This is an optimization exercise on Yosys and OpenROAD, whose aim is small area, a short achievable clock period and few clock cycles, not a production implementation.
At most, simulation tests tie the RTL to the original design; equivalence was not proved.
Power figures rest on the tool's default switching activity, not on a simulated workload.

// lep_crc16
module lep_crc16 (
    input  wire        clk,
    input  wire        rst,
    input  wire        host_req,
    input  wire        host_we,
    input  wire [11:0] host_addr,
    input  wire [31:0] host_wdata,
    output wire [31:0] host_rdata,
    output wire        host_ready,
    output wire        mem_re,
    output wire        mem_we,
    output wire [9:0]  mem_addr,
    output reg  [3:0]  mem_be,
    output wire [31:0] mem_wdata,
    input  wire [31:0] mem_rdata
);
    localparam [9:0] R_CMD        = 10'h000;
    localparam [9:0] R_STATUS     = 10'h001;
    localparam [9:0] R_CTRL       = 10'h002;
    localparam [9:0] R_SRC_ADDR   = 10'h003;
    localparam [9:0] R_SRC_LEN    = 10'h004;
    localparam [9:0] R_DST_ADDR   = 10'h005;
    localparam [9:0] R_DST_CAP    = 10'h006;
    localparam [9:0] R_OUT_LEN    = 10'h007;
    localparam [9:0] R_CRC_CFG    = 10'h008;
    localparam [9:0] R_CRC_STATE  = 10'h009;
    localparam [9:0] R_CRC_RESULT = 10'h00A;
    localparam [2:0] OP_NOP     = 3'd0;
    localparam [2:0] OP_INIT    = 3'd1;
    localparam [2:0] OP_UPDATE  = 3'd2;
    localparam [2:0] OP_BYTE    = 3'd3;
    localparam [2:0] OP_COMPUTE = 3'd4;
    localparam [2:0] OP_STORE   = 3'd5;
    localparam [2:0] OP_VERIFY  = 3'd6;
    localparam [2:0] OP_DNP3    = 3'd7;
    localparam [3:0] E_OK        = 4'd0;
    localparam [3:0] E_INV_ARG   = 4'd2;
  ...
Size: about 2800 cells after synthesis, ~0.024 mm^2 of cells after synthesis.
make LEC_CHECK=0 CAP_MARGIN=20 CORE_MARGIN=2 CORE_UTILIZATION=55 CTS_BUF_LIST='sky130_fd_sc_hd__clkbuf_4 sky130_fd_sc_hd__clkbuf_8' PLACE_DENSITY=0.65 SETUP_SLACK_MARGIN=3.4 SLEW_MARGIN=20 finish   # period 8.0 ns
run.sh (not shown) runs the stock make flow with config.mk's settings and CLKGATE_MAP_FILE= SYNTH_SCRIPT=/design/flow/synth_recipe.tcl, a recipe that flattens the netlist after the stock synthesis.
Next try:
--- a/flow/design.v
+++ b/flow/design.v
@@ -306,22 +306,21 @@
     reg  [31:0] rot;
     always @(*) begin
         case (pp)
             2'd0: rot = item;
             2'd1: rot = {item[23:0], item[31:24]};
             2'd2: rot = {item[15:0], item[31:16]};
             default: rot = {item[7:0], item[31:8]};
         endcase
     end
     wire [3:0]  psum     = {2'b00, pp} + {1'b0, ki};
-    wire        wcomp    = (kw == 3'd4) || (pp == 2'd3) ||
-                           ((pp == 2'd2) && (kw >= 3'd2)) || ((pp == 2'd1) && (kw == 3'd3));
+    wire        wcomp    = ({2'b00, pp} + {1'b0, kw}) >= 4'd4;
     wire        complete = crcph ? pp[1] : wcomp;
     wire [31:0] merged   = {rot[31:24],
                             (pp <= 2'd2) ? rot[23:16] : ow[23:16],
                             (pp <= 2'd1) ? rot[15:8]  : ow[15:8],
                             (pp == 2'd0) ? rot[7:0]   : ow[7:0]};
     wire        wr_now   = (crcph && pp[1]) || (dcons && wcomp) || flush;
     wire        fin_item = crcph && crcfin;
     wire stall  = o_dnp && wbfin && consumed && formed;
     wire rd_now = !wr_now && !stall;
     assign mem_re    = rd_now;
The new run finished with timing, DRC and antenna clean.
Power goes down slightly.
Sequential share of layout area came out higher by 0.49 points.
Core utilization shrinks by 1.1 points.
Fmax went up slightly.
Register-to-register slack hardly moves.
Testbench counts after the change, summed over its fixed seeds: cycles 71,064.
Only the layout flow was run in the first run of this note; the RTL was not checked for function there.

## run 3
lep_crc16, a different RTL version from the one above (not shown whole).
For scale: about 2800 cells after synthesis, about 160 I/O pins, roughly 0.024 mm^2 of cells after synthesis.
clock: 8.0 ns
lec_check: 0
cap_margin: 20
core_margin: 2
core_utilization: 55
cts_buf_list: sky130_fd_sc_hd__clkbuf_4 sky130_fd_sc_hd__clkbuf_8
place_density: 0.65
setup_slack_margin: 3.4
slew_margin: 20
Run 3 ended with every stage complete and zero timing, DRC or antenna violations.
What run 2 does differently from run 3 at the input level:
--- a/flow/design.v
+++ b/flow/design.v
@@ -202,29 +202,36 @@
     reg        crcfin;     
     reg        flush;      
     reg        vph;        
     wire [9:0] reg_idx   = host_addr[11:2];
     wire       idle      = s_idle;
     wire       cmd_write = host_req && host_we && (reg_idx == R_CMD);
-    reg [31:0] rd_lo;
+    reg        rsv;
+    reg  [3:0] raddr;
+    wire       addr_hz = (host_addr[11:6] == 6'd0);
+    wire       fast_hit = addr_hz && ((host_addr[5:2] == 4'd1) || (host_addr[5:2] == 4'd7) ||
+                                      (host_addr[5:2] == 4'd9) || (host_addr[5:2] == 4'd10));
+    wire [15:0] rd_fast = host_addr[5] ? (host_addr[3] ? {crc_result} : {crc_c}) :
+                                         (host_addr[3] ? {3'd0, out_len} : {12'd0, status_err});
+    reg [31:0] rd_slow;
     always @(*) begin
-        case (host_addr[5:2])
-            4'd1:    rd_lo = {28'd0, status_err};
-            4'd2:    rd_lo = {30'd0, ctrl};
-            4'd3:    rd_lo = src_addr;
-            4'd4:    rd_lo = src_len;
-            4'd5:    rd_lo = dst_addr;
-            4'd6:    rd_lo = dst_cap;
-            4'd7:    rd_lo = {19'd0, out_len};
-            4'd8:    rd_lo = {30'd0, crc_var};
-            4'd9:    rd_lo = {16'd0, crc_c};
-            4'd10:   rd_lo = {16'd0, crc_result};
-            default: rd_lo = 32'd0;
+        case (raddr)
+            4'd1:    rd_slow = {28'd0, status_err};
+            4'd2:    rd_slow = {30'd0, ctrl};
+            4'd3:    rd_slow = src_addr;
+            4'd4:    rd_slow = src_len;
+            4'd5:    rd_slow = dst_addr;
+            4'd6:    rd_slow = dst_cap;
+            4'd7:    rd_slow = {19'd0, out_len};
+            4'd8:    rd_slow = {30'd0, crc_var};
+            4'd9:    rd_slow = {16'd0, crc_c};
+            4'd10:   rd_slow = {16'd0, crc_result};
+            default: rd_slow = 32'd0;
         endcase
     end
-    assign host_rdata = rd_lo & {32{host_addr[11:6] == 6'd0}};
+    assign host_rdata = rsv ? rd_slow : {16'd0, rd_fast};
     wire [2:0] d_op     = host_wdata[2:0];
     wire       d_known  = (host_wdata[7:3] == 5'd0);
     wire       d_hasvar = (d_op == OP_INIT) || (d_op == OP_COMPUTE) || (d_op == OP_VERIFY);
     wire       d_badbit = (host_wdata[31:24] != 8'd0) || (host_wdata[15:10] != 6'd0) ||
                           ((d_op != OP_BYTE) && (host_wdata[23:16] != 8'd0)) ||
                           (!d_hasvar && (host_wdata[9:8] != 2'd0));
@@ -333,17 +340,19 @@
     end
     wire done_exec = s_exec && xdone;
     wire done_run  = s_run &&
                      ((consumed && wlast && (o_upd || o_cmp)) || vph || flush ||
                       (fin_item && (pp == 2'd2)));
     wire done      = done_exec || done_run;
-    assign host_ready = done || (s_idle && (!host_we || (reg_idx != R_CMD)));
+    assign host_ready = done || (s_idle && (host_we ? (reg_idx != R_CMD) : (fast_hit || rsv)));
     wire src_wr = s_idle && host_req && host_we && (reg_idx == R_SRC_ADDR);
     always @(posedge clk) begin
         rv1 <= rd_now;
         if (rv1) prev <= mem_rdata[31:8];
+        rsv   <= !rst && s_idle && host_req && !host_we && !fast_hit && !rsv;
+        raddr <= addr_hz ? host_addr[5:2] : 4'd0;
         if (rst)
             rd_ptr <= 10'd0;
         else if (s_idle)
             rd_ptr <= cmd_write ? rd_ptr + 10'd1 : src_wr ? host_wdata[11:2] : src_addr[11:2];
         else if (done)
             rd_ptr <= src_addr[11:2];
==> comparison <==
For the ratio of final minimum period to clock period, run 2 came in 3.5 points lower than run 3 did. Run 3 vs run 2, largest family of logic cells by synthesized area: compound AO/OA/AOI/OAI gates vs XOR/XNOR gates. Re worst IR drop on VDD: run 2 and run 3 aren't equal, and the lower value belongs to run 2. From run 3 to run 2 the numbers moved as follows: internal cell power moved up; floorplan core area went up by 3.7%; worst clock skew went up by 0.0090 ns; post-synth design cell area climbed 4.7%. Post-synthesis adder-cell area fraction delta for run 2 relative to run 3: 0.17 points lower.
No run of this note included a check of the RTL's function; only the layout flow was run.

-- static timing again, ports no longer ideal --
In the flow no input, the clock included, has a driving cell. The finished layouts below were timed again as built, in two steps. Step 1 sets driving cells, clkbuf_16 on the clock port and buf_2 on the other inputs (assumed; they add their load-dependent delay and slew). Step 2 moves the port delays by t, midway between the first and last clock arrival at a register: inputs arrive t later, outputs are due t later. That takes back most of the time a late clock gives input paths. a / b / c = ideal ports / drivers / drivers and shift; a / b = the first two.
run | shift t [ns] | slack for setup (ns) | hold slack, ns | worst setup path at the end | slew at the worst register clock pin (ns)
the first run of note 1 | 0.724 | 3.293 / 3.194 / 3.039 | 0.472 / 0.472 / 0.472 | input to register | 0.07 / 0.07
the second run of note 1 | 0.702 | 3.318 / 3.248 / 3.029 | 0.478 / 0.478 / 0.478 | input to register | 0.07 / 0.07
run 3 | 0.714 | 3.099 / 3.067 / 3.064 | 0.474 / 0.474 / 0.474 | input to register | 0.07 / 0.07
run 2 | 0.731 | 3.376 / 3.314 / 2.949 | 0.474 / 0.474 / 0.474 | input to register | 0.07 / 0.07
After both steps setup and hold are still met in every run listed. For run 2, which loses most, drivers alone change the setup slack by -0.062 ns; drivers and shift together by -0.427 ns.
